Context: an optimization exercise on an open-source flow, tuned for small area. The choices shown serve that exercise and are no tape-out recipe.
Only simulation tests tie the RTL to the original design; equivalence was not proved.
Power figures rest on the tool's default switching activity, not on a simulated workload.

## ir_engine
module ir_engine (
    input  wire        clk,
    input  wire        rst,           
    input  wire        us_step,       
    input  wire        ir_in,         
    input  wire        bus_valid,
    input  wire        bus_write,
    input  wire [7:0]  bus_addr,      
    input  wire [2:0]  bus_size,      
    input  wire [31:0] bus_wdata,
    output reg  [31:0] bus_rdata,
    output wire        ir_out,
    output wire        tx_active,
    output wire        irq
);
    reg [31:0] now_q;
    reg [5:0]  tick_q;
    reg        in_prev_q;
    reg        cap_en_q, capturing_q, ready_q, last_level_q;
    reg [4:0]  count_q;
    reg [22:0] ms_q;                  
    reg [9:0]  us_q;                  
    reg [31:0] last_edge_q, session_start_q;
    reg [2:0]  bank_size_q;
    reg [1:0]  collect_result_q;
    reg [4:0]  bcnt_q [0:3];
    reg [22:0] btot_q [0:3];
    reg [7:0]  mem_q  [0:79];         
    reg [15:0] txbuf_q [0:15];
    reg [31:0] carrier_q;
    reg [4:0]  tx_count_q;
    reg [15:0] tx_index_q;
    reg        tx_busy_q, tx_buf_q, ir_out_q;
    reg [1:0]  tx_slot_q;
    reg [4:0]  tx_idx_q;
    reg [18:0] tx_half_q;
    reg [18:0] ph_q;                  
    reg [15:0] el_q;                  
    reg        long_q, lost_q, tx_done_q, cmd_err_q, acc_err_q;
    reg        ien_rdy_q;
    reg [4:0]  ien_q;                 
    reg [15:0] cap_index_q;
    reg [7:0]  bank_sel_q;
    reg [15:0] bank_index_q;
  ...
Settings: LEC_CHECK=0, CAP_MARGIN=10, CORE_MARGIN=2, CORE_UTILIZATION=55, PLACE_DENSITY=0.7, SLEW_MARGIN=10; clock period 140.0 ns.
standard.sh (not shown) runs the stock make flow with config.mk's settings and CLKGATE_MAP_FILE= SYNTH_SCRIPT=/design/flow/synth_recipe.tcl, a recipe that flattens the netlist after the stock synthesis.
==> flow/flow/run.sh <==
#!/bin/bash
# Layout flow: the standard synthesis, then an area-oriented re-mapping of its
# combinational logic (registers, their names and cell types untouched), then
# the standard layout steps from the re-mapped netlist.
set -euo pipefail
W=$(pwd)
R=$W/orfs/results/$FLOW_PLATFORM/ir_engine/base
LIB=$FLOW_HOME/platforms/$FLOW_PLATFORM/lib/sky130_fd_sc_hd__tt_025C_1v80.lib

# 1. standard synthesis
bash standard.sh synth > $W/flow_synth.log 2>&1

# 2. re-map the combinational logic
cp $R/1_2_yosys.v $W/std_synth.v
DU=$(grep -o -- "-dont_use [^ ]*" $W/orfs/logs/$FLOW_PLATFORM/ir_engine/base/1_2_yosys.log | sort -u | tr '\n' ' ')
KEEP=$(grep -o "sky130_fd_sc_hd__[a-z0-9_]*" $W/std_synth.v | sort -u | grep -E "__(e?df|sdf|dl|conb)" | tr '\n' ' ')
cat > $W/resyn.abc <<EOS
strash
&get -n
&deepsyn -T 60
&nf -a -R 1000
&put
EOS
yosys -l $W/flow_resyn.log -p "
read_liberty -ignore_miss_func $LIB
read_verilog $W/std_synth.v
hierarchy -top $FLOW_TOP
blackbox $KEEP
flatten
opt -purge
abc -liberty $LIB $DU -script $W/resyn.abc
opt_clean -purge
setundef -zero
splitnets
opt_clean -purge
hilomap -singleton -hicell sky130_fd_sc_hd__conb_1 HI -locell sky130_fd_sc_hd__conb_1 LO
insbuf -buf sky130_fd_sc_hd__buf_4 A X
opt_clean -purge
check
tee -o $W/resyn_stat.txt stat -liberty $LIB
write_verilog -noattr -nohex -nodec $W/resyn.v
" > /dev/null
cp $W/resyn.v $R/1_2_yosys.v
touch $R/1_2_yosys.v $R/1_2_yosys.sdc
rm -f $R/1_synth.odb $R/1_synth.sdc

# 3. standard layout from the re-mapped netlist
# clock tree without dummy balancing loads
CTS="-sink_clustering_enable -repair_clock_nets -dont_use_dummy_load -buf_list sky130_fd_sc_hd__clkbuf_8 -sink_clustering_size 16 -sink_clustering_max_diameter 50"
bash standard.sh "CTS_ARGS=$CTS" "BUFFER_PORTS_ARGS=-buffer_cell sky130_fd_sc_hd__buf_1" finish > $W/flow_layout.log 2>&1
The starting point finished clean.
Next try:
CAP_MARGIN = 20   (was 10)
CORE_UTILIZATION = 45   (was 55)
PLACE_DENSITY = 0.65   (was 0.7)
SLEW_MARGIN = 20   (was 10)
=> Worst setup slack gains 0.55 ns; worst hold slack is worse by 0.0044 ns; routed wire length came out higher by 5.1%; area after synthesis stays the same; non-clock buffer count decreases by 6; fmax rose by 1.1%; synthesized cell count stays the same; total power stays flat; first-iteration DRC count came out lower by 7.6%; final cell count went up by 5.1%; via count barely changes.
Next try:
--- a/flow/flow/run.sh
+++ b/flow/flow/run.sh
@@ -49 +49 @@
-CTS="-sink_clustering_enable -repair_clock_nets -dont_use_dummy_load -buf_list sky130_fd_sc_hd__clkbuf_8 -sink_clustering_size 16 -sink_clustering_max_diameter 50"
+CTS="-sink_clustering_enable -repair_clock_nets -dont_use_dummy_load -buf_list sky130_fd_sc_hd__clkbuf_8 -sink_clustering_size 18 -sink_clustering_max_diameter 50"
Effect: Power decreases by 1.8%; wire length is about the same; area after synthesis is unchanged; worst setup slack gets better by 0.053 ns.
Next try:
--- a/flow/flow/run.sh
+++ b/flow/flow/run.sh
@@ -49 +49 @@
-CTS="-sink_clustering_enable -repair_clock_nets -dont_use_dummy_load -buf_list sky130_fd_sc_hd__clkbuf_8 -sink_clustering_size 18 -sink_clustering_max_diameter 50"
+CTS="-sink_clustering_enable -repair_clock_nets -dont_use_dummy_load -buf_list sky130_fd_sc_hd__clkbuf_16 -sink_clustering_size 30 -sink_clustering_max_diameter 50"
The changed run ran to the end with no violations.
Flip-flop and latch count stays the same.
Power is higher by 11%.
Via count stays flat.
Next try:
--- a/flow/flow/run.sh
+++ b/flow/flow/run.sh
@@ -21 +20,0 @@
-&nf -a -R 1000
@@ -22,0 +22,2 @@
+dch -f
+map -a
@@ -49,2 +50,2 @@
-CTS="-sink_clustering_enable -repair_clock_nets -dont_use_dummy_load -buf_list sky130_fd_sc_hd__clkbuf_16 -sink_clustering_size 30 -sink_clustering_max_diameter 50"
-bash standard.sh "CTS_ARGS=$CTS" "BUFFER_PORTS_ARGS=-buffer_cell sky130_fd_sc_hd__buf_1" finish > $W/flow_layout.log 2>&1
+CTS="-sink_clustering_enable -repair_clock_nets -dont_use_dummy_load -buf_list sky130_fd_sc_hd__clkbuf_8"
+bash standard.sh "CTS_ARGS=$CTS" finish > $W/flow_layout.log 2>&1
After rerunning:
- count of clock-buffer cells in the layout rose by 102
- power rose by 1.5%
- sequential cell count does not change
- global-route usage rose by 0.37 points
- sequential share of layout area fell by 1.3 points
- non-clock buffer count fell by 22
- die area rose by about 2%
- worst hold slack gets better by 0.011 ns
- clock power is about the same
- synthesized area rose by about 2%
- synthesized cell count rose by about 17%

[re-timing with driven ports]
In the flow no input, the clock included, has a driving cell. The finished layouts below were timed again as built, in two steps.
Step 1 assumes that a clkbuf_16 drives the clock port and a buf_2 every other input.
Step 2 times the ports against the registers' clock, not the clock port: input delays grow and output delays shrink by t, the midpoint of the rising clock arrivals with the driver on.
Slacks: ideal / step 1 / step 2; pairs: ideal / step 1.
run | t, ns | setup WS [ns] | worst data-port slew with drivers (ns)
the first run | 0.887 | 87.982 / 87.982 / 87.982 | 0.08
the second run | 0.940 | 88.528 / 88.528 / 88.528 | 0.24
the third run | 0.893 | 88.582 / 88.582 / 88.582 | 0.24
the fourth run | 0.784 | 88.630 / 88.630 / 88.630 | 0.25
the fifth run | 0.997 | 94.089 / 94.089 / 94.089 | 0.09
After both steps setup and hold are still met in every run listed.
